From an optimization exercise on the open Yosys and OpenROAD flow, aimed at a short achievable clock period and few clock cycles; shortcuts taken in it are not production practice.
The RTL was checked by simulation tests, not by an equivalence proof against the original design.
Power and IR drop assume default switching activity.

[design/flow/run.sh]
#!/bin/bash
# synth_recipe.tcl (not shown) runs the flow's synth.tcl, then flattens the netlist and writes it again
# the make line also repeats each setting of config.mk as NAME=value (left out here)
make -C /OpenROAD-flow-scripts/flow DESIGN_CONFIG=/design/flow/config.mk WORK_HOME=/design/flow/orfs CLKGATE_MAP_FILE= SYNTH_SCRIPT=/design/flow/synth_recipe.tcl finish
[design/flow/config.mk]
export PLATFORM = sky130hd
export DESIGN_NAME = obc_unit
export DESIGN_NICKNAME = obc_unit
export VERILOG_FILES = /design/flow/design.v
export SDC_FILE = /design/flow/constraint.sdc
export NUM_CORES = 4
export LEC_CHECK = 0
export CAP_MARGIN = 20
export CORE_MARGIN = 2
export CORE_UTILIZATION = 40
export SLEW_MARGIN = 20
[design/flow/constraint.sdc]
create_clock -name core_clock -period 10.0 [get_ports {clk}]
set_input_delay 2.0000 -clock core_clock [delete_from_list [all_inputs] [get_ports {clk}]]
set_output_delay 2.0000 -clock core_clock [all_outputs]
set_load 0.01 [all_outputs]
[design/flow/design.v]
module obc_crc_step (
    input  wire [15:0] acc,
    input  wire [7:0]  b,
    output wire [15:0] acc_next
);
    wire [15:0] s1 = {acc[7:0], acc[15:8]};
    wire [15:0] s2 = s1 ^ {8'h00, b};
    wire [15:0] s3 = s2 ^ {12'h000, s2[7:4]};
    wire [15:0] s4 = s3 ^ {s3[3:0], 12'h000};
    wire [15:0] s5 = s4 ^ {3'b000, s4[7:0], 5'b00000};
    assign acc_next = s5;
endmodule
module obc_crc14 (
    input  wire [111:0] d,
    output wire [15:0]  c
);
    assign c[0] = (d[0] ^ d[2] ^ d[3] ^ d[4] ^ d[5] ^ d[6] ^ d[8] ^ d[10] ^ d[16] ^ d[23] ^ d[24] ^ d[25] ^ d[26] ^ d[28] ^ d[30] ^ d[32] ^ d[34] ^ d[35] ^ d[37] ^ d[40] ^ d[41] ^ d[42] ^ d[43] ^ d[46] ^ d[48] ^ d[50] ^ d[55] ^ d[56] ^ d[57] ^ d[59] ^ d[60] ^ d[63] ^ d[66] ^ d[72] ^ d[73] ^ d[75] ^ d[82] ^ d[83] ^ d[84] ^ d[91] ^ d[92] ^ d[94] ^ d[96] ^ d[99] ^ d[100] ^ d[104] ^ d[108]);
    assign c[1] = ~(d[1] ^ d[3] ^ d[4] ^ d[5] ^ d[6] ^ d[7] ^ d[8] ^ d[9] ^ d[11] ^ d[17] ^ d[25] ^ d[26] ^ d[27] ^ d[29] ^ d[31] ^ d[33] ^ d[35] ^ d[36] ^ d[38] ^ d[40] ^ d[41] ^ d[42] ^ d[43] ^ d[44] ^ d[47] ^ d[48] ^ d[49] ^ d[51] ^ d[57] ^ d[58] ^ d[60] ^ d[61] ^ d[67] ^ d[73] ^ d[74] ^ d[76] ^ d[83] ^ d[84] ^ d[85] ^ d[92] ^ d[93] ^ d[95] ^ d[97] ^ d[100] ^ d[101] ^ d[105] ^ d[109]);
    assign c[2] = (d[2] ^ d[4] ^ d[5] ^ d[6] ^ d[7] ^ d[9] ^ d[10] ^ d[12] ^ d[16] ^ d[18] ^ d[26] ^ d[27] ^ d[28] ^ d[30] ^ d[32] ^ d[34] ^ d[36] ^ d[37] ^ d[39] ^ d[41] ^ d[42] ^ d[43] ^ d[44] ^ d[45] ^ d[49] ^ d[50] ^ d[52] ^ d[58] ^ d[59] ^ d[61] ^ d[62] ^ d[68] ^ d[74] ^ d[75] ^ d[77] ^ d[80] ^ d[84] ^ d[85] ^ d[86] ^ d[93] ^ d[94] ^ d[98] ^ d[101] ^ d[102] ^ d[106] ^ d[110]);
    assign c[3] = ~(d[3] ^ d[5] ^ d[6] ^ d[7] ^ d[10] ^ d[11] ^ d[13] ^ d[17] ^ d[19] ^ d[24] ^ d[27] ^ d[28] ^ d[29] ^ d[31] ^ d[33] ^ d[35] ^ d[37] ^ d[38] ^ d[42] ^ d[43] ^ d[44] ^ d[45] ^ d[46] ^ d[50] ^ d[51] ^ d[53] ^ d[59] ^ d[60] ^ d[62] ^ d[63] ^ d[69] ^ d[75] ^ d[76] ^ d[78] ^ d[81] ^ d[85] ^ d[86] ^ d[87] ^ d[94] ^ d[95] ^ d[99] ^ d[102] ^ d[103] ^ d[107] ^ d[111]);
    assign c[4] = (d[4] ^ d[6] ^ d[7] ^ d[11] ^ d[12] ^ d[14] ^ d[16] ^ d[18] ^ d[20] ^ d[25] ^ d[28] ^ d[29] ^ d[30] ^ d[34] ^ d[36] ^ d[38] ^ d[39] ^ d[43] ^ d[44] ^ d[45] ^ d[46] ^ d[47] ^ d[48] ^ d[51] ^ d[52] ^ d[54] ^ d[60] ^ d[61] ^ d[63] ^ d[70] ^ d[72] ^ d[76] ^ d[77] ^ d[79] ^ d[80] ^ d[82] ^ d[86] ^ d[87] ^ d[88] ^ d[95] ^ d[96] ^ d[100] ^ d[103] ^ d[108]);
    assign c[5] = ~(d[0] ^ d[2] ^ d[3] ^ d[4] ^ d[6] ^ d[7] ^ d[8] ^ d[10] ^ d[12] ^ d[13] ^ d[15] ^ d[16] ^ d[17] ^ d[19] ^ d[21] ^ d[23] ^ d[25] ^ d[28] ^ d[29] ^ d[31] ^ d[34] ^ d[39] ^ d[40] ^ d[41] ^ d[42] ^ d[43] ^ d[44] ^ d[45] ^ d[47] ^ d[49] ^ d[50] ^ d[52] ^ d[53] ^ d[56] ^ d[57] ^ d[59] ^ d[60] ^ d[61] ^ d[62] ^ d[63] ^ d[64] ^ d[66] ^ d[71] ^ d[75] ^ d[77] ^ d[78] ^ d[80] ^ d[81] ^ d[82] ^ d[84] ^ d[87] ^ d[88] ^ d[89] ^ d[91] ^ d[92] ^ d[94] ^ d[96] ^ d[97] ^ d[99] ^ d[100] ^ d[101] ^ d[104] ^ d[108] ^ d[109]);
    assign c[6] = ~(d[0] ^ d[1] ^ d[3] ^ d[4] ^ d[5] ^ d[7] ^ d[8] ^ d[9] ^ d[11] ^ d[13] ^ d[14] ^ d[16] ^ d[17] ^ d[18] ^ d[20] ^ d[22] ^ d[24] ^ d[26] ^ d[29] ^ d[30] ^ d[32] ^ d[35] ^ d[41] ^ d[42] ^ d[43] ^ d[44] ^ d[45] ^ d[46] ^ d[48] ^ d[50] ^ d[51] ^ d[53] ^ d[54] ^ d[56] ^ d[57] ^ d[58] ^ d[60] ^ d[61] ^ d[62] ^ d[63] ^ d[65] ^ d[67] ^ d[72] ^ d[76] ^ d[78] ^ d[79] ^ d[81] ^ d[82] ^ d[83] ^ d[85] ^ d[89] ^ d[90] ^ d[92] ^ d[93] ^ d[95] ^ d[97] ^ d[98] ^ d[100] ^ d[101] ^ d[102] ^ d[105] ^ d[109] ^ d[110]);
    assign c[7] = (d[1] ^ d[2] ^ d[4] ^ d[5] ^ d[6] ^ d[9] ^ d[10] ^ d[12] ^ d[14] ^ d[15] ^ d[17] ^ d[18] ^ d[19] ^ d[21] ^ d[23] ^ d[25] ^ d[27] ^ d[30] ^ d[31] ^ d[33] ^ d[36] ^ d[42] ^ d[43] ^ d[44] ^ d[45] ^ d[46] ^ d[47] ^ d[48] ^ d[49] ^ d[51] ^ d[52] ^ d[54] ^ d[55] ^ d[57] ^ d[58] ^ d[59] ^ d[61] ^ d[62] ^ d[63] ^ d[64] ^ d[66] ^ d[68] ^ d[73] ^ d[77] ^ d[79] ^ d[80] ^ d[82] ^ d[83] ^ d[84] ^ d[86] ^ d[90] ^ d[91] ^ d[93] ^ d[94] ^ d[98] ^ d[99] ^ d[101] ^ d[102] ^ d[103] ^ d[106] ^ d[110] ^ d[111]);
    assign c[8] = ~(d[0] ^ d[2] ^ d[3] ^ d[5] ^ d[6] ^ d[7] ^ d[8] ^ d[10] ^ d[11] ^ d[13] ^ d[15] ^ d[16] ^ d[18] ^ d[19] ^ d[20] ^ d[22] ^ d[26] ^ d[28] ^ d[31] ^ d[32] ^ d[34] ^ d[37] ^ d[40] ^ d[43] ^ d[44] ^ d[45] ^ d[46] ^ d[47] ^ d[48] ^ d[49] ^ d[50] ^ d[52] ^ d[53] ^ d[55] ^ d[58] ^ d[59] ^ d[60] ^ d[62] ^ d[63] ^ d[64] ^ d[65] ^ d[67] ^ d[69] ^ d[74] ^ d[78] ^ d[81] ^ d[83] ^ d[84] ^ d[85] ^ d[87] ^ d[88] ^ d[91] ^ d[92] ^ d[94] ^ d[95] ^ d[96] ^ d[99] ^ d[100] ^ d[102] ^ d[103] ^ d[107] ^ d[111]);
    assign c[9] = (d[0] ^ d[1] ^ d[3] ^ d[4] ^ d[6] ^ d[7] ^ d[9] ^ d[11] ^ d[12] ^ d[14] ^ d[16] ^ d[17] ^ d[19] ^ d[20] ^ d[21] ^ d[23] ^ d[27] ^ d[29] ^ d[32] ^ d[33] ^ d[35] ^ d[38] ^ d[40] ^ d[41] ^ d[44] ^ d[45] ^ d[46] ^ d[47] ^ d[48] ^ d[49] ^ d[50] ^ d[51] ^ d[53] ^ d[54] ^ d[59] ^ d[60] ^ d[61] ^ d[63] ^ d[65] ^ d[66] ^ d[68] ^ d[70] ^ d[72] ^ d[75] ^ d[79] ^ d[80] ^ d[82] ^ d[84] ^ d[85] ^ d[86] ^ d[88] ^ d[89] ^ d[92] ^ d[93] ^ d[95] ^ d[96] ^ d[97] ^ d[100] ^ d[101] ^ d[103] ^ d[108]);
    assign c[10] = (d[1] ^ d[2] ^ d[4] ^ d[5] ^ d[7] ^ d[8] ^ d[10] ^ d[12] ^ d[13] ^ d[15] ^ d[17] ^ d[18] ^ d[20] ^ d[21] ^ d[22] ^ d[28] ^ d[30] ^ d[32] ^ d[33] ^ d[34] ^ d[36] ^ d[39] ^ d[41] ^ d[42] ^ d[45] ^ d[46] ^ d[47] ^ d[48] ^ d[49] ^ d[50] ^ d[51] ^ d[52] ^ d[54] ^ d[55] ^ d[60] ^ d[61] ^ d[62] ^ d[64] ^ d[66] ^ d[67] ^ d[69] ^ d[71] ^ d[73] ^ d[76] ^ d[80] ^ d[81] ^ d[83] ^ d[85] ^ d[86] ^ d[87] ^ d[88] ^ d[89] ^ d[90] ^ d[93] ^ d[94] ^ d[97] ^ d[98] ^ d[101] ^ d[102] ^ d[109]);
    assign c[11] = ~(d[0] ^ d[2] ^ d[3] ^ d[5] ^ d[6] ^ d[9] ^ d[11] ^ d[13] ^ d[14] ^ d[18] ^ d[19] ^ d[21] ^ d[22] ^ d[23] ^ d[24] ^ d[29] ^ d[31] ^ d[32] ^ d[33] ^ d[34] ^ d[35] ^ d[37] ^ d[40] ^ d[42] ^ d[43] ^ d[46] ^ d[47] ^ d[49] ^ d[50] ^ d[51] ^ d[52] ^ d[53] ^ d[55] ^ d[56] ^ d[61] ^ d[62] ^ d[63] ^ d[65] ^ d[67] ^ d[68] ^ d[70] ^ d[72] ^ d[74] ^ d[77] ^ d[81] ^ d[82] ^ d[84] ^ d[86] ^ d[87] ^ d[89] ^ d[90] ^ d[91] ^ d[94] ^ d[95] ^ d[98] ^ d[99] ^ d[102] ^ d[103] ^ d[110]);
    assign c[12] = (d[0] ^ d[1] ^ d[2] ^ d[5] ^ d[7] ^ d[12] ^ d[14] ^ d[15] ^ d[19] ^ d[20] ^ d[22] ^ d[24] ^ d[26] ^ d[28] ^ d[33] ^ d[36] ^ d[37] ^ d[38] ^ d[42] ^ d[44] ^ d[46] ^ d[47] ^ d[51] ^ d[52] ^ d[53] ^ d[54] ^ d[55] ^ d[56] ^ d[59] ^ d[60] ^ d[62] ^ d[68] ^ d[69] ^ d[71] ^ d[78] ^ d[80] ^ d[84] ^ d[85] ^ d[87] ^ d[88] ^ d[90] ^ d[94] ^ d[95] ^ d[96] ^ d[103] ^ d[104] ^ d[108] ^ d[111]);
    assign c[13] = ~(d[0] ^ d[1] ^ d[2] ^ d[3] ^ d[6] ^ d[13] ^ d[15] ^ d[20] ^ d[21] ^ d[23] ^ d[25] ^ d[27] ^ d[29] ^ d[32] ^ d[34] ^ d[37] ^ d[38] ^ d[39] ^ d[40] ^ d[43] ^ d[45] ^ d[47] ^ d[52] ^ d[53] ^ d[54] ^ d[55] ^ d[56] ^ d[57] ^ d[60] ^ d[61] ^ d[63] ^ d[69] ^ d[70] ^ d[72] ^ d[79] ^ d[80] ^ d[81] ^ d[85] ^ d[86] ^ d[88] ^ d[89] ^ d[91] ^ d[95] ^ d[96] ^ d[97] ^ d[105] ^ d[109]);
    assign c[14] = (d[0] ^ d[1] ^ d[2] ^ d[3] ^ d[4] ^ d[7] ^ d[8] ^ d[14] ^ d[21] ^ d[22] ^ d[24] ^ d[26] ^ d[28] ^ d[30] ^ d[32] ^ d[33] ^ d[35] ^ d[38] ^ d[39] ^ d[40] ^ d[41] ^ d[44] ^ d[46] ^ d[48] ^ d[53] ^ d[54] ^ d[55] ^ d[57] ^ d[58] ^ d[61] ^ d[62] ^ d[64] ^ d[70] ^ d[71] ^ d[73] ^ d[80] ^ d[81] ^ d[82] ^ d[86] ^ d[87] ^ d[89] ^ d[90] ^ d[92] ^ d[97] ^ d[98] ^ d[106] ^ d[110]);
    assign c[15] = ~(d[1] ^ d[2] ^ d[3] ^ d[4] ^ d[5] ^ d[9] ^ d[15] ^ d[22] ^ d[23] ^ d[24] ^ d[25] ^ d[27] ^ d[29] ^ d[31] ^ d[33] ^ d[34] ^ d[36] ^ d[39] ^ d[40] ^ d[41] ^ d[42] ^ d[45] ^ d[47] ^ d[49] ^ d[54] ^ d[55] ^ d[56] ^ d[58] ^ d[59] ^ d[62] ^ d[63] ^ d[65] ^ d[71] ^ d[72] ^ d[74] ^ d[81] ^ d[82] ^ d[83] ^ d[87] ^ d[90] ^ d[91] ^ d[93] ^ d[98] ^ d[99] ^ d[107] ^ d[111]);
endmodule
module obc_xxtea_mx (
    input  wire [31:0] y,
    input  wire [31:0] z,
    input  wire [31:0] sum,
    input  wire [31:0] key,
    output wire [31:0] mx
);
    wire [31:0] t1 = (z >> 5) ^ (y << 2);
    wire [31:0] t2 = (y >> 3) ^ (z << 4);
    wire [31:0] t3 = sum ^ y;
    wire [31:0] t4 = key ^ z;
    assign mx = (t1 + t2) ^ (t3 + t4);
endmodule
module obc_xxtea_eng #(
    parameter HALF = 1             
) (
    input  wire         clk,
    input  wire         rst,
    input  wire         start,
    input  wire         start_rx,      
    input  wire [127:0] pkt_in,        
    input  wire [31:0]  tick_in,
    input  wire         release_eng,
    output reg          busy,
    output reg          done,          
    output reg          fin,           
    output reg          mode_rx,
    output wire [127:0] res_pkt,       
    output reg  [15:0]  crc_c,         
    output reg  [15:0]  crc_k,         
    output reg          crc_ok,
    output reg  [15:0]  oid,
    output reg  [7:0]   str,
    output reg  [31:0]  tick,
    output reg  [31:0]  thr
);
    localparam [31:0] DELTA    = 32'h9E3779B9;
    localparam [31:0] SUM_INIT = 32'hBE1E08BB;
    localparam [31:0] KEY0     = 32'h4F70656E;
    localparam [31:0] KEY1     = 32'h42656163;
    localparam [31:0] KEY2     = 32'h6F6E2D4B;
    localparam [31:0] KEY3     = 32'h65793031;
    function [31:0] key_of(input [1:0] i);
        case (i)
            2'd0:    key_of = KEY0;
            2'd1:    key_of = KEY1;
            2'd2:    key_of = KEY2;
            default: key_of = KEY3;
        endcase
    endfunction
    reg [31:0] r0, r1, r2, r3;
    reg [31:0] sum, key;
    reg [1:0]  p;
    reg [6:0]  cnt;
    reg        run, ph, fixst;
    reg [31:0] a1, a2;
    wire [31:0] w_in [0:3];
    genvar g;
    generate
        for (g = 0; g < 4; g = g + 1) begin : g_in
            assign w_in[g] = start_rx ?
                {pkt_in[32*g +: 8], pkt_in[32*g+8 +: 8], pkt_in[32*g+16 +: 8], pkt_in[32*g+24 +: 8]} :
                pkt_in[32*g +: 32];
        end
    endgenerate
    wire [31:0] t1 = (r1 >> 5) ^ (r3 << 2);
    wire [31:0] t2 = (r3 >> 3) ^ (r1 << 4);
    wire [31:0] t3 = sum ^ r3;
    wire [31:0] t4 = key ^ r1;
    wire [31:0] nv = HALF ? r0 - (a1 ^ a2) : r0 - ((t1 + t2) ^ (t3 + t4));
    wire [1:0]  p_nx   = p - 2'd1;
    wire [31:0] sum_nx = (p == 2'd0) ? sum - DELTA : sum;
    wire [31:0] v_out [0:3];
    assign v_out[0] = r3;
    assign v_out[1] = r2;
    assign v_out[2] = r1;
    assign v_out[3] = r0;
    generate
        for (g = 0; g < 4; g = g + 1) begin : g_out
            assign res_pkt[32*g +: 32] = mode_rx ?
                {v_out[g][7:0], v_out[g][15:8], v_out[g][23:16], v_out[g][31:24]} :
                v_out[g];
        end
    endgenerate
    wire [15:0] c14;
    obc_crc14 u_crc14 (.d(res_pkt[111:0]), .c(c14));
    wire [7:0]  proto = res_pkt[7:0];
    wire [15:0] k_w   = {res_pkt[119:112], res_pkt[127:120]};
    always @(posedge clk) begin
        if (rst) begin
            busy  <= 1'b0;
            done  <= 1'b0;
            fin   <= 1'b0;
            run   <= 1'b0;
            fixst <= 1'b0;
            ph    <= 1'b0;
        end else begin
            fin <= 1'b0;
            if (start) begin
                busy    <= 1'b1;
                done    <= 1'b0;
                run     <= 1'b1;
                fixst   <= 1'b0;
                ph      <= HALF ? 1'b0 : 1'b1;
                mode_rx <= start_rx;
                r0      <= w_in[3];
                r1      <= w_in[2];
                r2      <= w_in[1];
                r3      <= w_in[0];
                sum     <= SUM_INIT;
                key     <= key_of(2'd3 ^ SUM_INIT[3:2]);
                p       <= 2'd3;
                cnt     <= 7'd0;
                tick    <= tick_in;
                thr     <= tick_in - 32'd8096;
            end else begin
                if (run) begin
                    ph <= HALF ? ~ph : 1'b1;
                    if (HALF && !ph) begin
                        a1 <= t1 + t2;
                        a2 <= t3 + t4;
                    end else begin
                        r0  <= r1;
                        r1  <= r2;
                        r2  <= r3;
                        r3  <= nv;
                        p   <= p_nx;
                        sum <= sum_nx;
                        key <= key_of(p_nx ^ sum_nx[3:2]);
                        cnt <= cnt + 7'd1;
                        if (cnt == 7'd75) begin
                            run   <= 1'b0;
                            fixst <= 1'b1;
                        end
                    end
                end
                if (fixst) begin
                    fixst  <= 1'b0;
                    done   <= 1'b1;
                    fin    <= 1'b1;
                    crc_c  <= c14;
                    crc_k  <= k_w;
                    crc_ok <= (c14 == k_w);
                    oid    <= {res_pkt[15:8], res_pkt[23:16]};
                    str    <= (proto == 8'd69 || proto == 8'd70) ? 8'd3 : res_pkt[39:32];
                end
                if (release_eng) begin
                    busy <= 1'b0;
                    done <= 1'b0;
                end
            end
        end
    end
endmodule
module obc_cache_sel #(
    parameter CAPACITY = 8
) (
    input  wire [16*CAPACITY-1:0] ids,
    input  wire [8*CAPACITY-1:0]  strs,
    input  wire [32*CAPACITY-1:0] ticks,
    input  wire [15:0]            in_id,
    input  wire [7:0]             in_str,
    input  wire [31:0]            thr,
    output reg                    found,      
    output reg  [2:0]             slot,
    output reg                    wr_en,      
    output reg                    wr_id       
);
    reg [CAPACITY-1:0] match;
    reg [CAPACITY-1:0] stale;
    reg [CAPACITY-1:0] geq;
    integer i;
    always @(*) begin
        for (i = 0; i < CAPACITY; i = i + 1) begin
            match[i] = (ids[16*i +: 16] == in_id);
            stale[i] = (ticks[32*i +: 32] < thr);
            geq[i]   = (strs[8*i +: 8] >= in_str);
        end
    end
    reg       m_any, s_any, m_wr;
    reg [2:0] m_idx, s_idx;
    always @(*) begin
        m_any = 1'b0;
        m_idx = 3'd0;
        m_wr  = 1'b0;
        s_any = 1'b0;
        s_idx = 3'd0;
        for (i = CAPACITY - 1; i >= 0; i = i - 1) begin
            if (match[i]) begin
                m_any = 1'b1;
                m_idx = i[2:0];
                m_wr  = geq[i] | stale[i];
            end
            if (stale[i]) begin
                s_any = 1'b1;
                s_idx = i[2:0];
            end
        end
    end
    always @(*) begin
        if (m_any) begin
            found = 1'b1;
            slot  = m_idx;
            wr_en = m_wr;
            wr_id = 1'b0;
        end else if (s_any) begin
            found = 1'b1;
            slot  = s_idx;
            wr_en = 1'b1;
            wr_id = 1'b1;
        end else begin
            found = 1'b0;
            slot  = 3'd0;
            wr_en = 1'b0;
            wr_id = 1'b0;
        end
    end
endmodule
module obc_unit (
    input  wire        clk,
    input  wire        rst,
    input  wire        cmd_valid,
    output wire        cmd_ready,
    input  wire [63:0] cmd,
    output reg         resp_valid,
    output reg  [63:0] resp
);
    localparam CAPACITY = 8;
    localparam NENG     = 6;         
    localparam EW       = 3;         
    localparam QD       = 4;         
    localparam RFD      = 32;        
    localparam [7:0] PROTO_PROX_REPORT     = 8'd69;
    localparam [7:0] PROTO_PROX_REPORT_EXT = 8'd70;
    localparam [7:0] PROX_STRENGTH         = 8'd3;
    localparam [7:0] OP_NOP    = 8'h00;
    localparam [7:0] OP_PUTB   = 8'h01;
    localparam [7:0] OP_GETB   = 8'h02;
    localparam [7:0] OP_CRC    = 8'h10;
    localparam [7:0] OP_CHK    = 8'h11;
    localparam [7:0] OP_NORM   = 8'h20;
    localparam [7:0] OP_DEC    = 8'h30;
    localparam [7:0] OP_DISP   = 8'h40;
    localparam [7:0] OP_UPSERT = 8'h50;
    localparam [7:0] OP_RDSLOT = 8'h51;
    localparam [7:0] OP_RXPKT  = 8'h60;
    localparam [7:0] ST_OK          = 8'h00;
    localparam [7:0] ST_CRC_FAIL    = 8'h01;
    localparam [7:0] ST_CACHE_FULL  = 8'h02;
    localparam [7:0] ST_ERR_OPCODE  = 8'h80;
    localparam [7:0] ST_ERR_OPERAND = 8'h81;
    localparam [3:0] D_ERR  = 4'd0;
    localparam [3:0] D_NOP  = 4'd1;
    localparam [3:0] D_PUTB = 4'd2;
    localparam [3:0] D_GETB = 4'd3;
    localparam [3:0] D_CRC  = 4'd4;
    localparam [3:0] D_CHK  = 4'd5;
    localparam [3:0] D_NORM = 4'd6;
    localparam [3:0] D_DEC  = 4'd7;
    localparam [3:0] D_DISP = 4'd8;
    localparam [3:0] D_UPS  = 4'd9;
    localparam [3:0] D_RD   = 4'd10;
    localparam [3:0] D_RX   = 4'd11;
    localparam [1:0] K_RESP = 2'd0;    
    localparam [1:0] K_RD   = 2'd1;    
    localparam [1:0] K_UPS  = 2'd2;    
    localparam [1:0] K_RX   = 2'd3;    
    integer i;
    reg [63:0] cmd_r;
    reg        cv_r;
    reg        rst_r;
    reg        ready_r;
    assign cmd_ready = ready_r;
    always @(posedge clk) begin
        cmd_r <= cmd;
        cv_r  <= cmd_valid & ready_r & ~rst;
        rst_r <= rst;
    end
    wire [7:0]  c_op = cmd_r[63:56];
    wire [7:0]  c_a  = cmd_r[55:48];
    wire [15:0] c_h  = cmd_r[47:32];
    wire [31:0] c_t  = cmd_r[31:0];
    wire a_zero = (c_a == 8'd0);
    wire h_zero = (c_h == 16'd0);
    wire t_zero = (c_t == 32'd0);
    reg [3:0] c_cls;
    reg       c_ok;
    always @(*) begin
        c_cls = D_ERR;
        c_ok  = 1'b0;
        case (c_op)
            OP_NOP:    begin c_cls = D_NOP;  c_ok = a_zero && h_zero && t_zero; end
            OP_PUTB:   begin c_cls = D_PUTB; c_ok = (c_h < 16'd16) && t_zero; end
            OP_GETB:   begin c_cls = D_GETB; c_ok = a_zero && (c_h < 16'd16) && t_zero; end
            OP_CRC:    begin c_cls = D_CRC;  c_ok = (c_a <= 8'd16) && h_zero && t_zero; end
            OP_CHK:    begin c_cls = D_CHK;  c_ok = a_zero && h_zero && t_zero; end
            OP_NORM:   begin c_cls = D_NORM; c_ok = a_zero && h_zero && t_zero; end
            OP_DEC:    begin c_cls = D_DEC;  c_ok = a_zero && h_zero && t_zero; end
            OP_DISP:   begin c_cls = D_DISP; c_ok = a_zero && h_zero && t_zero; end
            OP_UPSERT: begin c_cls = D_UPS;  c_ok = 1'b1; end
            OP_RDSLOT: begin c_cls = D_RD;   c_ok = a_zero && (c_h < CAPACITY) && t_zero; end
            OP_RXPKT:  begin c_cls = D_RX;   c_ok = a_zero && h_zero; end
            default:   begin c_cls = D_ERR;  c_ok = 1'b0; end
        endcase
    end
    wire        c_known = (c_op == OP_NOP) || (c_op == OP_PUTB) || (c_op == OP_GETB) ||
                          (c_op == OP_CRC) || (c_op == OP_CHK) || (c_op == OP_NORM) ||
                          (c_op == OP_DEC) || (c_op == OP_DISP) || (c_op == OP_UPSERT) ||
                          (c_op == OP_RDSLOT) || (c_op == OP_RXPKT);
    wire [3:0]  q_in_cls = c_ok ? c_cls : D_ERR;
    wire [63:0] q_in_cmd = c_ok ? cmd_r : {(c_known ? ST_ERR_OPERAND : ST_ERR_OPCODE), 56'd0};
    reg [3:0]  q_cls [0:QD-1];
    reg [63:0] q_cmd [0:QD-1];
    reg [2:0]  qc;
    wire       q_pop;
    wire       q_push = cv_r;
    wire [2:0] qc_nx = qc + {2'd0, q_push} - {2'd0, q_pop};
    always @(posedge clk) begin
        for (i = 0; i < QD; i = i + 1) begin
            if (q_pop) begin
                if (i == qc - 3'd1) begin
                    q_cls[i] <= q_in_cls;
                    q_cmd[i] <= q_in_cmd;
                end else if (i < QD - 1) begin
                    q_cls[i] <= q_cls[(i < QD - 1) ? i + 1 : i];
                    q_cmd[i] <= q_cmd[(i < QD - 1) ? i + 1 : i];
                end
            end else if (i == qc) begin
                q_cls[i] <= q_in_cls;
                q_cmd[i] <= q_in_cmd;
            end
        end
        if (rst_r)
            qc <= 3'd0;
        else
            qc <= qc_nx;
        if (rst)
            ready_r <= 1'b1;
        else if (rst_r)
            ready_r <= 1'b1;
        else
            ready_r <= (qc_nx <= QD - 2);
    end
    reg [7:0]  pkt [0:15];
    reg [15:0] pend;               
    reg [EW-1:0] owner;
    reg [EW-1:0] ne;               
    wire [127:0] pkt_flat;
    genvar gi;
    generate
        for (gi = 0; gi < 16; gi = gi + 1) begin : g_pf
            assign pkt_flat[8*gi +: 8] = pkt[gi];
        end
    endgenerate
    wire [NENG-1:0] e_busy, e_done, e_fin, e_mrx, e_crcok;
    wire [127:0]    e_res   [0:NENG-1];
    wire [15:0]     e_c     [0:NENG-1];
    wire [15:0]     e_k     [0:NENG-1];
    wire [15:0]     e_oid   [0:NENG-1];
    wire [7:0]      e_str   [0:NENG-1];
    wire [31:0]     e_tick  [0:NENG-1];
    wire [31:0]     e_thr   [0:NENG-1];
    reg  [NENG-1:0] e_start;
    wire [NENG-1:0] e_release;
    reg             start_rx;
    generate
        for (gi = 0; gi < NENG; gi = gi + 1) begin : g_eng
            obc_xxtea_eng #(.HALF(0)) u_eng (
                .clk(clk), .rst(rst_r),
                .start(e_start[gi]), .start_rx(start_rx), .pkt_in(pkt_flat),
                .tick_in(q_cmd[0][31:0]), .release_eng(e_release[gi]),
                .busy(e_busy[gi]), .done(e_done[gi]), .fin(e_fin[gi]), .mode_rx(e_mrx[gi]),
                .res_pkt(e_res[gi]), .crc_c(e_c[gi]), .crc_k(e_k[gi]), .crc_ok(e_crcok[gi]),
                .oid(e_oid[gi]), .str(e_str[gi]), .tick(e_tick[gi]), .thr(e_thr[gi])
            );
        end
    endgenerate
    reg [7:0]  rf_zc   [0:RFD-1];
    reg [1:0]  rf_kind [0:RFD-1];
    reg [63:0] rf_data [0:RFD-1];
    reg [5:0]  rfc;
    reg [7:0]  zacc;               
    wire       rf_empty = (rfc == 6'd0);
    wire       rf_full  = (rfc == RFD);
    wire        dv    = (qc != 3'd0);
    wire [3:0]  d_cls = q_cls[0];
    wire [63:0] d_cmd = q_cmd[0];
    wire [7:0]  d_a   = d_cmd[55:48];
    wire [3:0]  d_h   = d_cmd[35:32];
    wire        no_pend  = (pend == 16'd0);
    wire        eng_free = ~e_busy[ne];
    wire        zsat     = (zacc == 8'hFF);
    reg         crc_run;
    reg  [15:0] crc_acc;
    reg  [4:0]  crc_idx;
    wire [4:0]  crc_len = (d_cls == D_CHK) ? 5'd14 : d_a[4:0];
    wire [15:0] crc_nx;
    obc_crc_step u_crc_step (.acc(crc_acc), .b(pkt[crc_idx[3:0]]), .acc_next(crc_nx));
    wire        crc_end = crc_run && (crc_idx == crc_len);
    wire [15:0] pkt_k   = {pkt[14], pkt[15]};
    wire [7:0]  proto   = pkt[0];
    wire [15:0] oid     = {pkt[1], pkt[2]};
    wire [7:0]  trk_str = (proto == PROTO_PROX_REPORT || proto == PROTO_PROX_REPORT_EXT)
                          ? PROX_STRENGTH : pkt[4];
    reg         go;          
    reg         zero_resp;   
    reg         push_e;      
    reg  [1:0]  push_kind;
    reg  [63:0] push_data;
    reg         crc_start;
    reg         dispatch;
    always @(*) begin
        go        = 1'b0;
        zero_resp = 1'b0;
        push_e    = 1'b0;
        push_kind = K_RESP;
        push_data = 64'd0;
        crc_start = 1'b0;
        dispatch  = 1'b0;
        start_rx  = (d_cls == D_RX);
        if (dv) begin
            case (d_cls)
                D_ERR: begin
                    push_e = 1'b1; push_data = d_cmd;
                end
                D_NOP, D_PUTB: begin
                    zero_resp = 1'b1;
                end
                D_GETB: begin
                    push_e = no_pend; push_data = {ST_OK, pkt[d_h], 48'd0};
                end
                D_CRC, D_CHK: begin
                    crc_start = no_pend && !crc_run;
                    push_e    = crc_end;
                    if (d_cls == D_CRC)
                        push_data = {ST_OK, 8'd0, crc_acc, 32'd0};
                    else
                        push_data = {((crc_acc == pkt_k) ? ST_OK : ST_CRC_FAIL), 8'd0,
                                     crc_acc, 16'd0, pkt_k};
                end
                D_NORM: begin
                    zero_resp = no_pend;
                end
                D_DEC: begin
                    dispatch  = no_pend && eng_free;
                    zero_resp = dispatch;
                end
                D_DISP: begin
                    push_e = no_pend; push_data = {ST_OK, trk_str, oid, 24'd0, proto};
                end
                D_UPS: begin
                    push_e = 1'b1; push_kind = K_UPS; push_data = d_cmd;
                end
                D_RD: begin
                    push_e = 1'b1; push_kind = K_RD; push_data = d_cmd;
                end
                D_RX: begin
                    dispatch = no_pend && eng_free;
                    push_e   = dispatch; push_kind = K_RX;
                    push_data = {{(64-EW){1'b0}}, ne};
                end
                default: ;
            endcase
            if (zero_resp && zsat) begin
                zero_resp = 1'b0;
                push_e    = 1'b1;
                push_kind = K_RESP;
                push_data = 64'd0;
            end
            if (push_e && rf_full) begin
                push_e   = 1'b0;
                dispatch = 1'b0;
                zero_resp = 1'b0;
            end
            go = zero_resp || push_e;
        end
    end
    assign q_pop = go;
    always @(*) begin
        for (i = 0; i < NENG; i = i + 1)
            e_start[i] = dispatch && (ne == i);
    end
    wire         own_fin = e_fin[owner];
    wire [127:0] own_res = e_res[owner];
    always @(posedge clk) begin
        if (rst_r) begin
            for (i = 0; i < 16; i = i + 1)
                pkt[i] <= 8'd0;
            pend    <= 16'd0;
            owner   <= {EW{1'b0}};
            ne      <= {EW{1'b0}};
            crc_run <= 1'b0;
        end else begin
            if (own_fin && pend != 16'd0) begin
                for (i = 0; i < 16; i = i + 1)
                    if (pend[i])
                        pkt[i] <= own_res[8*i +: 8];
                pend <= 16'd0;
            end
            if (crc_start) begin
                crc_run <= 1'b1;
                crc_acc <= 16'hFFFF;
                crc_idx <= 5'd0;
            end else if (crc_run) begin
                if (crc_idx == crc_len) begin
                    if (go)
                        crc_run <= 1'b0;
                end else begin
                    crc_acc <= crc_nx;
                    crc_idx <= crc_idx + 5'd1;
                end
            end
            if (go) begin
                case (d_cls)
                    D_PUTB: begin
                        pkt[d_h]  <= d_a;
                        pend[d_h] <= 1'b0;
                    end
                    D_NORM: begin
                        for (i = 0; i < 16; i = i + 1)
                            pkt[i] <= pkt[i ^ 3];
                    end
                    default: ;
                endcase
            end
            if (dispatch) begin
                pend  <= 16'hFFFF;
                owner <= ne;
                ne    <= (ne == NENG - 1) ? {EW{1'b0}} : ne + 1'b1;
            end
        end
    end
    wire [7:0]  h_zc   = rf_zc[0];
    wire [1:0]  h_kind = rf_kind[0];
    wire [63:0] h_data = rf_data[0];
    wire [EW-1:0] h_eng = h_data[EW-1:0];
    wire [2:0]  h_slot = h_data[34:32];
    reg [15:0] c_id   [0:CAPACITY-1];
    reg [7:0]  c_str  [0:CAPACITY-1];
    reg [31:0] c_tick [0:CAPACITY-1];
    reg         s_v, s_rx, s_crcok;
    reg  [15:0] s_id, s_c, s_k;
    reg  [7:0]  s_str;
    reg  [31:0] s_tick, s_thr;
    reg         p_v, p_rx, p_crcok, p_found, p_wr, p_wrid;
    reg  [2:0]  p_slot;
    reg  [15:0] p_id, p_c, p_k;
    reg  [7:0]  p_str;
    reg  [31:0] p_tick;
    wire h_cache = !rf_empty && (h_kind == K_UPS || h_kind == K_RX);
    wire h_ready = (h_kind == K_UPS) || e_done[h_eng];
    wire emit_hz   = !rf_empty && (h_zc != 8'd0);
    wire emit_zacc = rf_empty && (zacc != 8'd0);
    wire h_now     = !rf_empty && (h_zc == 8'd0);
    wire commit    = h_now && h_cache && p_v;
    wire rf_pop    = h_now && (h_kind == K_RESP || h_kind == K_RD || commit);
    wire cache_wr  = commit && p_found && p_wr && (!p_rx || p_crcok);
    wire [16*CAPACITY-1:0] ids_flat;
    wire [8*CAPACITY-1:0]  strs_flat;
    wire [32*CAPACITY-1:0] ticks_flat;
    generate
        for (gi = 0; gi < CAPACITY; gi = gi + 1) begin : g_cf
            assign ids_flat[16*gi +: 16]   = c_id[gi];
            assign strs_flat[8*gi +: 8]    = c_str[gi];
            assign ticks_flat[32*gi +: 32] = c_tick[gi];
        end
    endgenerate
    wire       u_found, u_wr_en, u_wr_id;
    wire [2:0] u_slot;
    obc_cache_sel #(.CAPACITY(CAPACITY)) u_cache_sel (
        .ids(ids_flat), .strs(strs_flat), .ticks(ticks_flat),
        .in_id(s_id), .in_str(s_str), .thr(s_thr),
        .found(u_found), .slot(u_slot), .wr_en(u_wr_en), .wr_id(u_wr_id)
    );
    for (gi = 0; gi < NENG; gi = gi + 1) begin : g_rel
        assign e_release[gi] = (e_fin[gi] && !e_mrx[gi]) ||
                               (commit && h_kind == K_RX && h_eng == gi);
    end
    always @(posedge clk) begin
        s_rx    <= (h_kind == K_RX);
        s_crcok <= e_crcok[h_eng];
        s_c     <= e_c[h_eng];
        s_k     <= e_k[h_eng];
        if (h_kind == K_RX) begin
            s_id   <= e_oid[h_eng];
            s_str  <= e_str[h_eng];
            s_tick <= e_tick[h_eng];
            s_thr  <= e_thr[h_eng];
        end else begin
            s_id   <= h_data[47:32];
            s_str  <= h_data[55:48];
            s_tick <= h_data[31:0];
            s_thr  <= h_data[31:0] - 32'd8096;
        end
        p_rx    <= s_rx;
        p_crcok <= s_crcok;
        p_found <= u_found;
        p_slot  <= u_slot;
        p_wr    <= u_wr_en;
        p_wrid  <= u_wr_id;
        p_id    <= s_id;
        p_str   <= s_str;
        p_tick  <= s_tick;
        p_c     <= s_c;
        p_k     <= s_k;
        if (rst_r) begin
            s_v <= 1'b0;
            p_v <= 1'b0;
        end else begin
            s_v <= h_cache && h_ready && !rf_pop;
            p_v <= s_v && !rf_pop && !cache_wr;
        end
    end
    wire       zinc   = zero_resp;
    wire       zdec   = emit_zacc;
    wire [7:0] push_zc = zacc - {7'd0, zdec};
    wire [5:0] rfc_nx = rfc + {5'd0, push_e} - {5'd0, rf_pop};
    always @(posedge clk) begin
        for (i = 0; i < RFD; i = i + 1) begin
            if (rf_pop) begin
                if (push_e && i == rfc - 6'd1) begin
                    rf_zc[i]   <= push_zc;
                    rf_kind[i] <= push_kind;
                    rf_data[i] <= push_data;
                end else if (i < RFD - 1) begin
                    rf_zc[i]   <= rf_zc[(i < RFD - 1) ? i + 1 : i];
                    rf_kind[i] <= rf_kind[(i < RFD - 1) ? i + 1 : i];
                    rf_data[i] <= rf_data[(i < RFD - 1) ? i + 1 : i];
                end
            end else if (push_e && i == rfc) begin
                rf_zc[i]   <= push_zc;
                rf_kind[i] <= push_kind;
                rf_data[i] <= push_data;
            end else if (i == 0 && emit_hz) begin
                rf_zc[0] <= h_zc - 8'd1;
            end
        end
        if (rst_r) begin
            rfc  <= 6'd0;
            zacc <= 8'd0;
        end else begin
            rfc <= rfc_nx;
            if (push_e)
                zacc <= 8'd0;
            else
                zacc <= zacc + {7'd0, zinc} - {7'd0, zdec};
        end
    end
    always @(posedge clk) begin
        if (rst_r) begin
            for (i = 0; i < CAPACITY; i = i + 1) begin
                c_id[i]   <= 16'd0;
                c_str[i]  <= 8'd0;
                c_tick[i] <= 32'd0;
            end
        end else if (cache_wr) begin
            c_str[p_slot]  <= p_str;
            c_tick[p_slot] <= p_tick;
            if (p_wrid)
                c_id[p_slot] <= p_id;
        end
        if (rst || rst_r)
            resp_valid <= 1'b0;
        else
            resp_valid <= emit_hz || emit_zacc || rf_pop;
        if (emit_hz || emit_zacc)
            resp <= 64'd0;
        else if (h_kind == K_RESP)
            resp <= h_data;
        else if (h_kind == K_RD)
            resp <= {ST_OK, c_str[h_slot], c_id[h_slot], c_tick[h_slot]};
        else if (p_rx) begin
            if (!p_crcok)
                resp <= {ST_CRC_FAIL, 8'd0, p_c, 16'd0, p_k};
            else if (p_found)
                resp <= {ST_OK, p_str, p_id, 29'd0, p_slot};
            else
                resp <= {ST_CACHE_FULL, p_str, p_id, 32'd0};
        end else begin
            if (p_found)
                resp <= {ST_OK, 8'd0, 16'd0, 29'd0, p_slot};
            else
                resp <= {ST_CACHE_FULL, 56'd0};
        end
    end
endmodule
==> reports/results.env <==
SYNTHTOPCELLSBYAREA='edfxtp_1 (48%), xnor2_1 (8.2%), o21ai_0 (5.4%), nand2_1 (5.3%), xor2_1 (4.6%)'
GRT_PASS1_WL_MM=2180
YOSYSUNIQUECELLTYPES=113
SKEW_PS=194
WORSTPATHREQUIRED_PS=10860
CHIPWIDTH_UM=890
PATH_MAX_FANOUT=6
P_PER_AREA_nW_PER_UM2=206
CTS_ROOT_BUFFER='clkbuf_16'
CLOCK_SINK_COUNT=5459
POST_CTS_RESIZED=0
FINAL_SETUP_VIOLATION_COUNT=0
YOSYSSEQAREASHARE=0.509
TIMING.FINAL.HOLD_VIOLATIONS=0
ANTENNA_FOUND_INITIAL=353
FMAX_MHz=130
TIMING.CRITICAL_PATH.ARRIVAL_PS=8540
LEAKAGEPOWER_nW=129
ANT_NETS=1
STATUS='failed layout checks'
FINAL_MIN_PERIOD_OVER_CLOCK_PERIOD=0.769
VIAS=256000
HOLD_BUFFERS=0
GRT_MAX_DEGREE=237
GRT-OVFL-TOTAL=0
POST_DRT_VIA_CELL_RATIO=6.24
DIE_AREA_UM2=792000
SETUP.WORST_PATH.START_CLASS='flip-flop'
CLOCK_LATENCY_PS=1270
PLACE_AREA_UM2=332000
VDD_DROP_MAX_V=0.000306
TIMING.SETUP.TNS_PS=0
DRTPASS1ITERATIONS=10
SYN2LAYOUT_AREA_GROWTH_PCT=12.9
CRITICAL_PATH.ENDPOINT_TYPE='flip-flop'
SYNTHDOMINANTAREACELLTYPE='edfxtp_1'
CTS_INSERTED_BUFFERS=632
POST-CTS-SETUP-BUFFER-COUNT=0
GP_CONGESTION=1.12
GRT_SETUP_UNREPAIRED='no'
CTS_TREE='built'
DRT-TOTAL-WL_MM=1680
END_OF_FLOW_CORE_UTILIZATION=0.453
DP_WORST_SETUP_SLACK_PS=2520
LAYOUT.CELL_AREA.NON_FILLER_UM2=355000
NUMBER_OF_ENABLE_TYPE_REGISTER_CELLS_IN_THE_SYNTHESIZED_NETLIST=5031
WIRE_PER_INST_UM=40.9
TIMING.FINAL.WS_SETUP_PS=2310
SYN-MEAN-INSTANCE-AREA_UM2=10.6
TIMING.HOLD.WORST_PATH_DEPTH=0
VIOLATED_LAYOUT_CHECKS='antenna violations, max-capacitance violations, max-slew violations'
SYNTHESIS.INSTANCES=29700
REPORT.POWER.TOTAL_mW=73.2
VIAS_IN_THE_FIRST_GLOBAL_ROUTE=230000
CORE-AREA_UM2=783000
REG2REG_DEPTH=23
FINAL-MAX-SLEW-VIOLATION-COUNT=4
FILLERINSTANCES=73300
CTS_BUFFER_DEPTH=4
POST-ROUTE-MIN-PERIOD_PS=7690
COUNT_OF_BOUNDARY_I_O_PINS=133
QUANTITY_OF_I_O_BUFFERS_INSERTED_ON_PORTS=132
NETLIST_AREA_UM2=314000
SYNTH_TOP_AREA_FRAC=0.481
SLEW_HEADROOM=-0.0804
DP_HPWL_MM=1240
MIN_PATH_TYPE='reg -> reg'
GRT_USE_TOTAL=0.411
ROUTE.DETAILED.DRC=0
CLK_TRANSITION_REPORTED_PATHS_PS=60
YS.WARNINGS.COUNT=13
TIMING.MAX_CAP.VIOLATIONS=2
DR.FIRST_ITER.DRC_COUNT=38500
FIN_NETS=30500
WORST_SLEW_PIN_SLEW_PS=1600
STARTING_DENSITY_OF_THE_CORE=0.401
HTREE_NUM_LEVELS=6
WORSTSETUPPATHTYPE='reg -> reg'
FLOORPLAN.DIE.HEIGHT_UM=890
DRIVE_ABOVE_1_SHARE=0.105
YS_SEQ_ELEMENTS=5459
YOSYS_MOST_USED_DFF='edfxtp_1'
ROWS=325
SYNTHMOSTINSTANTIATEDCELL='edfxtp_1'
SYNTH_TOP_CELLS_BY_COUNT='edfxtp_1 (5031), nand2_1 (4469), o21ai_0 (3410)'
YS_ASYNC_SR_FRACTION=0
## power by group
group,switching (mW),leakage [nW],internal [mW]
Clock,10.6,9.96,13.0
Sequential,1.99,50.2,28.1
Combinational,13.8,68.6,5.67
## layout by cell type (no fill, tap or decap), types with 163 or more instances in the layout
cell type	count
a21o_1	406
a21oi_1	1488
and2_1	396
and3_1	213
buf_4	1003
clkbuf_16	649
dfxtp_1	417
diode_2	670
edfxtp_1	5031
ha_1	991
inv_1	566
mux2i_1	647
mux2i_2	190
mux2i_4	163
mux4_2	224
nand2_1	4434
nand2b_1	208
nand3_1	185
nor2_1	1486
o21ai_0	3351
xnor2_1	2937
xor2_1	1652
## flip-flops by register name, indices dropped and copies added (netlist names), 192 cells and up, named ones only
name,cells
g_eng.u_eng.r2,192
g_eng.u_eng.tick,192
g_eng.u_eng.sum,192
g_eng.u_eng.r0,192
rf_zc,256
q_cmd,256
g_eng.u_eng.r3,192
c_tick,256
rf_data,2048
g_eng.u_eng.r1,192
## area by class of cell
| class | count | area (µm²) | share of cell area |
|---|---|---|---|
| Inverter | 583 | 2210 | 0.00624 |
| Tap cell | 10500 | 13100 | 0.0369 |
| Clock inverter | 333 | 3500 | 0.00987 |
| Clock buffer | 813 | 17000 | 0.0480 |
| Antenna cell | 670 | 1680 | 0.00473 |
| Timing Repair Buffer | 1200 | 10100 | 0.0286 |
| Sequential cell | 5459 | 160000 | 0.450 |
| Multi-Input combinational cell | 21500 | 147000 | 0.415 |
## metrics by stage
step                hold slack (ps)  cells
global placement                311  39200
finish                          303  41100
global route                    307  40600
detailed placement              312  39200
floorplan                       310  29700
CTS                             295  40400
## metal layers
layer	routed length (µm)	track usage	vias up
met4	149000	0.320	84
met1	638000	0.512	128000
met3	185000	0.135	4564
met5	956	0.00264	-
met2	708000	0.588	18000
li1	-	-	105000
## worst max-delay path, stage by stage, from the launching register on
cell	delay (ps)
edfxtp_1	530
xor2_1	220
ha_1	240
fa_1	470
a21o_1	210
a21o_1	220
a2111oi_0	690
nor4b_1	180
o21ai_0	500
o21ai_1	360
a21oi_1	270
xnor2_1	160
xor2_1	180
ha_1	310
a211o_1	340
or3_1	300
or4_1	510
a2111oi_2	730
o31ai_1	170
a21oi_1	220
xnor2_1	180
xnor2_1	160
xnor2_1	150
a21oi_1	90
## logic make-up after synthesis
group / after synthesis / synth area share
xor gates and xnor gates: 4660 / 0.132
buffers and inverters: 2704 / 0.0355
adders and majority gates: 1012 / 0.0408
muxes: 1363 / 0.0543
AOI/OAI and AO/OA: 6765 / 0.123
DFF: 5459 / 0.509
other: 1 / 0.0000119
and+or+nand+nor: 7744 / 0.106
## final timing paths
check                                  from                         endpoint  slack [ps]
max          g_eng[4].u_eng.r1[0]$_DFFE_PP_  g_eng[4].u_eng.r3[31]$_DFFE_PP_        2310
min                      s_tick[12]$_DFF_P_               p_tick[12]$_DFF_P_         300
max reg2reg  g_eng[4].u_eng.r1[0]$_DFFE_PP_  g_eng[4].u_eng.r3[31]$_DFFE_PP_        2310
min reg2reg              s_tick[12]$_DFF_P_               p_tick[12]$_DFF_P_         300
Testbench counts, summed over its fixed seeds: cycles 7,576.

==> what the ideal ports hide <==
No port has a modelled driver above. Below, the same layout with a new extraction and two added sets of constraints. Step 1: set_driving_cell puts a clkbuf_16 on clk and a buf_2 on each other input, an assumption about the parent block. Step 2, shift: input delay + t, output delay - t, t = (earliest + latest rising clock arrival at the registers) / 2. This alone moves slack from input paths to output paths. a / b / c = no drivers / after step 1 / after step 2; a / b = the first two.
t (ns): 1.324
setup slack, ns: 2.313 / 2.313 / 2.313
worst hold slack (ns): 0.303 / 0.303 / 0.303
slew at the worst register clock pin (ns): 0.08 / 0.08
The setup slack of this run moves by 0.000 ns with the drivers and by 0.000 ns with both steps.
